Context: an optimization exercise on an open-source flow, tuned for small area and a short achievable clock period. The choices shown serve that exercise and are no tape-out recipe.
Function was checked by simulation only, so behaviour that the tests miss may differ from the original.

## rlwe_alu
module rlwe_alu (
    input  wire        clk,
    input  wire        rst,         
    input  wire        in_valid,
    input  wire [2:0]  in_op,
    input  wire [31:0] in_a,
    input  wire [31:0] in_b,
    input  wire [31:0] in_c,
    output wire        out_valid,
    output wire [31:0] out_y0,
    output wire [31:0] out_y1
);
For scale: ~3500 cells after synthesis, ~360 flip-flops, roughly 170 I/O pins, roughly 36000 sq um of cells after synthesis.
Settings: LEC_CHECK=0, CAP_MARGIN=20, CORE_MARGIN=2, CORE_UTILIZATION=40, CTS_CLUSTER_DIAMETER=90, CTS_CLUSTER_SIZE=40, SLEW_MARGIN=20, SYNTH_HIERARCHICAL=1, SYNTH_MINIMUM_KEEP_SIZE=0; clock period 26.0 ns.
standard.sh (not shown) runs the stock make flow with config.mk's settings and CLKGATE_MAP_FILE= SYNTH_SCRIPT=/design/flow/synth_recipe.tcl, a recipe that flattens the netlist after the stock synthesis.
==> flow/flow/run.sh <==
#!/bin/bash
# The standard layout, with every port buffered by a plain buf_2 instead of
# the delay buffer buffer_ports picks by default.
set -euo pipefail
export BUFFER_PORTS_ARGS="-buffer_cell sky130_fd_sc_hd__buf_2"
bash standard.sh > standard_make.log 2>&1
The starting point passed the timing, design-rule and antenna checks.
Then changed:
Settings changed: CORE_UTILIZATION 40 to 60, CTS_CLUSTER_DIAMETER 90 to not set, CTS_CLUSTER_SIZE 40 to not set.
After rerunning: The changed run completed without violations. Worst hold slack improved by 0.021 ns. Maximum frequency grows by 0.71%. Wire length went up by 2.5%. Setup slack improved by 0.045 ns. Die area went down by 33%. Register-to-register slack gains 0.04 ns. Count of clock-buffer cells in the layout goes up by 23.
Then changed:
Settings changed: CORE_UTILIZATION 60 to 40, CTS_CLUSTER_DIAMETER set to 80, CTS_CLUSTER_SIZE set to 35.
The changed run passed the timing, design-rule and antenna checks.
Via count went down by a few percent.
Cell area is higher slightly.
Wire length is lower by a few percent.
Global-route usage went down by 11 points.
Then changed:
Settings changed: CTS_CLUSTER_DIAMETER 80 to not set, CTS_CLUSTER_SIZE 35 to not set.
The changed run completed with no timing, DRC or antenna violations.
First-iteration DRC count shrinks by 7.2%.
Routed wire length goes up by 0.62%.
Synthesized area does not change.
Clock-buffer cell count grows by 30.

* * *

Setup of v26:
rlwe_alu, a different RTL version from the one above (not shown whole).
Size: ~3600 cells after synthesis, roughly 370 flip-flops, roughly 36000 um2 of cells after synthesis.
export LEC_CHECK = 0
export CAP_MARGIN = 20
export CORE_MARGIN = 2
export CORE_UTILIZATION = 40
export CTS_CLUSTER_DIAMETER = 100
export CTS_CLUSTER_SIZE = 50
export SLEW_MARGIN = 20
export SYNTH_HIERARCHICAL = 1
export SYNTH_MINIMUM_KEEP_SIZE = 0
create_clock -name core_clock -period 26.0 [get_ports {clk}]
Scripts as last shown in full above: flow/flow/run.sh
Inputs modified between v26 and v52:
Settings: clearing CTS_CLUSTER_DIAMETER, which used to be 100; clearing CTS_CLUSTER_SIZE, which used to be 50.
Findings:
Design area (v52 over v26): increase, 570 um2
Between v26 and v52, the difference in critical path depth is negligible.
Cmp v52 vs v26: minimum period implied by the final worst setup slack lower in v52
Between v26 and v52, the total routed wire length on the met1 layer figures differ only marginally.
On achievable clock frequency, v26 and v52 are basically level.
Comparing v52 against v26, there is no change at all in area of the core.
v52: sum of routed wire length over all layers 1200 um above v26
--- input diff v52..v31 ---
Settings: CTS_BUF_LIST: unset -> sky130_fd_sc_hd__clkbuf_8.
Results
In summary, v31 completed successfully, with a layout that passed the timing, design-rule and antenna checks. Between v52 and v31, the core utilization figures differ only marginally. v52 → v31: clock network area share level. Re post-layout instance count excluding filler cells: v31 is 43 up on v52. Diff v52..v31 | register share of the cell area | negligible. Layout sequential cell count: v52 vs v31 identical. There was hardly any difference in met2 usage in global routing between v52 and v31. v31 leaves less setup margin than v52.
[inputs] v20 vs v31
Settings: CTS_BUF_LIST now sky130_fd_sc_hd__clkbuf_4 sky130_fd_sc_hd__clkbuf_8, was sky130_fd_sc_hd__clkbuf_8.
v20: done, clean on timing, DRC and antenna
The via-per-instance ratio on v31 is in line with that on v20.
Summary of v20 over v31: worst path setup slack after routing barely changed, area enclosed by the die boundary barely changed.
[inputs] v35 vs v20
Settings: CTS_CLUSTER_DIAMETER: unset -> 100; CTS_CLUSTER_SIZE: unset -> 50; CAP_MARGIN: 20 -> 0; CTS_BUF_LIST: sky130_fd_sc_hd__clkbuf_4 sky130_fd_sc_hd__clkbuf_8 -> unset; SLEW_MARGIN: 20 -> 0.
Changes observed in v35 relative to v20: via count went down; clock tree cell share of total cell area went down; fraction of area in multi-input gates went up; number of antenna violations at the first check in global routing went down; routed wire length on met3 went down. Combined global-route utilization of all metal layers for v35 is lower than for v20. Summary — worst setup slack, v35 relative to v20: higher, by 0.047 ns. Min sequential fraction of total cell area across v20 and v35: v20.

* * *

alpha:
rlwe_alu, a different RTL version from the one above (not shown whole).
Size: ~3700 cells after synthesis, ~370 flip-flops, ~170 I/O pins, roughly 0.037 mm2 of cells after synthesis.
clock: 26.0 ns
lec_check: 0
cap_margin: 20
core_margin: 2
core_utilization: 40
slew_margin: 20
synth_hierarchical: 1
synth_minimum_keep_size: 0
run.sh (not shown) runs the stock make flow with config.mk's settings and CLKGATE_MAP_FILE= SYNTH_SCRIPT=/design/flow/synth_recipe.tcl, a recipe that flattens the netlist after the stock synthesis.
Stock flow here: none of the scripts above is used.
alpha finished end to end and its layout was clean on timing, DRC and antenna.
--- input diff alpha..beta ---
# alpha
export LEC_CHECK = 0
export CAP_MARGIN = 20
export CORE_MARGIN = 2
export CORE_UTILIZATION = 40
export SLEW_MARGIN = 20
export SYNTH_HIERARCHICAL = 1
export SYNTH_MINIMUM_KEEP_SIZE = 0
create_clock -name core_clock -period 26.0 [get_ports {clk}]
# beta
export LEC_CHECK = 0
export CAP_MARGIN = 20
export CORE_MARGIN = 2
export CORE_UTILIZATION = 65
export PLACE_DENSITY = 0.75
export SLEW_MARGIN = 20
export SYNTH_HIERARCHICAL = 1
export SYNTH_MINIMUM_KEEP_SIZE = 0
create_clock -name core_clock -period 26.0 [get_ports {clk}]
## What came out
beta vs. alpha: synthesis-to-layout area growth went down by 2.0 points. alpha → beta: layout clock buffer count rose by 2, number of distinct library cells after synthesis roughly the same.

## what the ideal ports hide
How much do the figures lean on ideal ports? The routed layouts below were timed once more, with nothing changed but the port constraints. Step 1: set_driving_cell puts a clkbuf_16 on clk and a buf_2 on each other input, an assumption about the parent block. Step 2 moves the port delays by t, midway between the first and last clock arrival at a register: inputs arrive t later, outputs are due t later. That takes back most of the time a late clock gives input paths. a / b / c = ideal / step 1 / step 2; a / b = the first two.
| run | shift t [ns] | setup WS [ns] | hold WS [ns] | worst register clock-pin slew, ns | cell pins on the clock port's net |
|---|---|---|---|---|---|
| the first run of note 1 | 0.701 | 19.646 / 19.586 / 19.749 | 0.375 / 0.375 / 0.375 | 0.11 / 0.11 | 1 |
| the second run of note 1 | 0.629 | 19.691 / 19.630 / 19.790 | 0.396 / 0.396 / 0.396 | 0.07 / 0.07 | 1 |
| the third run of note 1 | 0.707 | 19.662 / 19.601 / 19.776 | 0.369 / 0.369 / 0.369 | 0.10 / 0.10 | 1 |
| the fourth run of note 1 | 0.682 | 19.709 / 19.644 / 19.795 | 0.360 / 0.360 / 0.360 | 0.07 / 0.07 | 1 |
| v26 | 0.684 | 19.738 / 19.675 / 20.057 | 0.360 / 0.360 / 0.360 | 0.10 / 0.10 | 1 |
| v52 | 0.683 | 19.755 / 19.687 / 20.094 | 0.365 / 0.365 / 0.365 | 0.07 / 0.07 | 1 |
| v31 | 0.761 | 19.686 / 19.618 / 20.083 | 0.369 / 0.369 / 0.369 | 0.08 / 0.08 | 1 |
| v20 | 0.760 | 19.687 / 19.620 / 20.098 | 0.369 / 0.369 / 0.369 | 0.08 / 0.08 | 1 |
| v35 | 0.672 | 19.735 / 19.671 / 20.034 | 0.367 / 0.367 / 0.367 | 0.11 / 0.11 | 1 |
| alpha | 0.674 | 19.307 / 19.240 / 19.317 | 0.366 / 0.366 / 0.366 | 0.07 / 0.07 | 1 |
| beta | 0.633 | 19.034 / 19.034 / 19.034 | 0.371 / 0.371 / 0.371 | 0.07 / 0.07 | 1 |
After both steps every run listed still meets setup and hold.
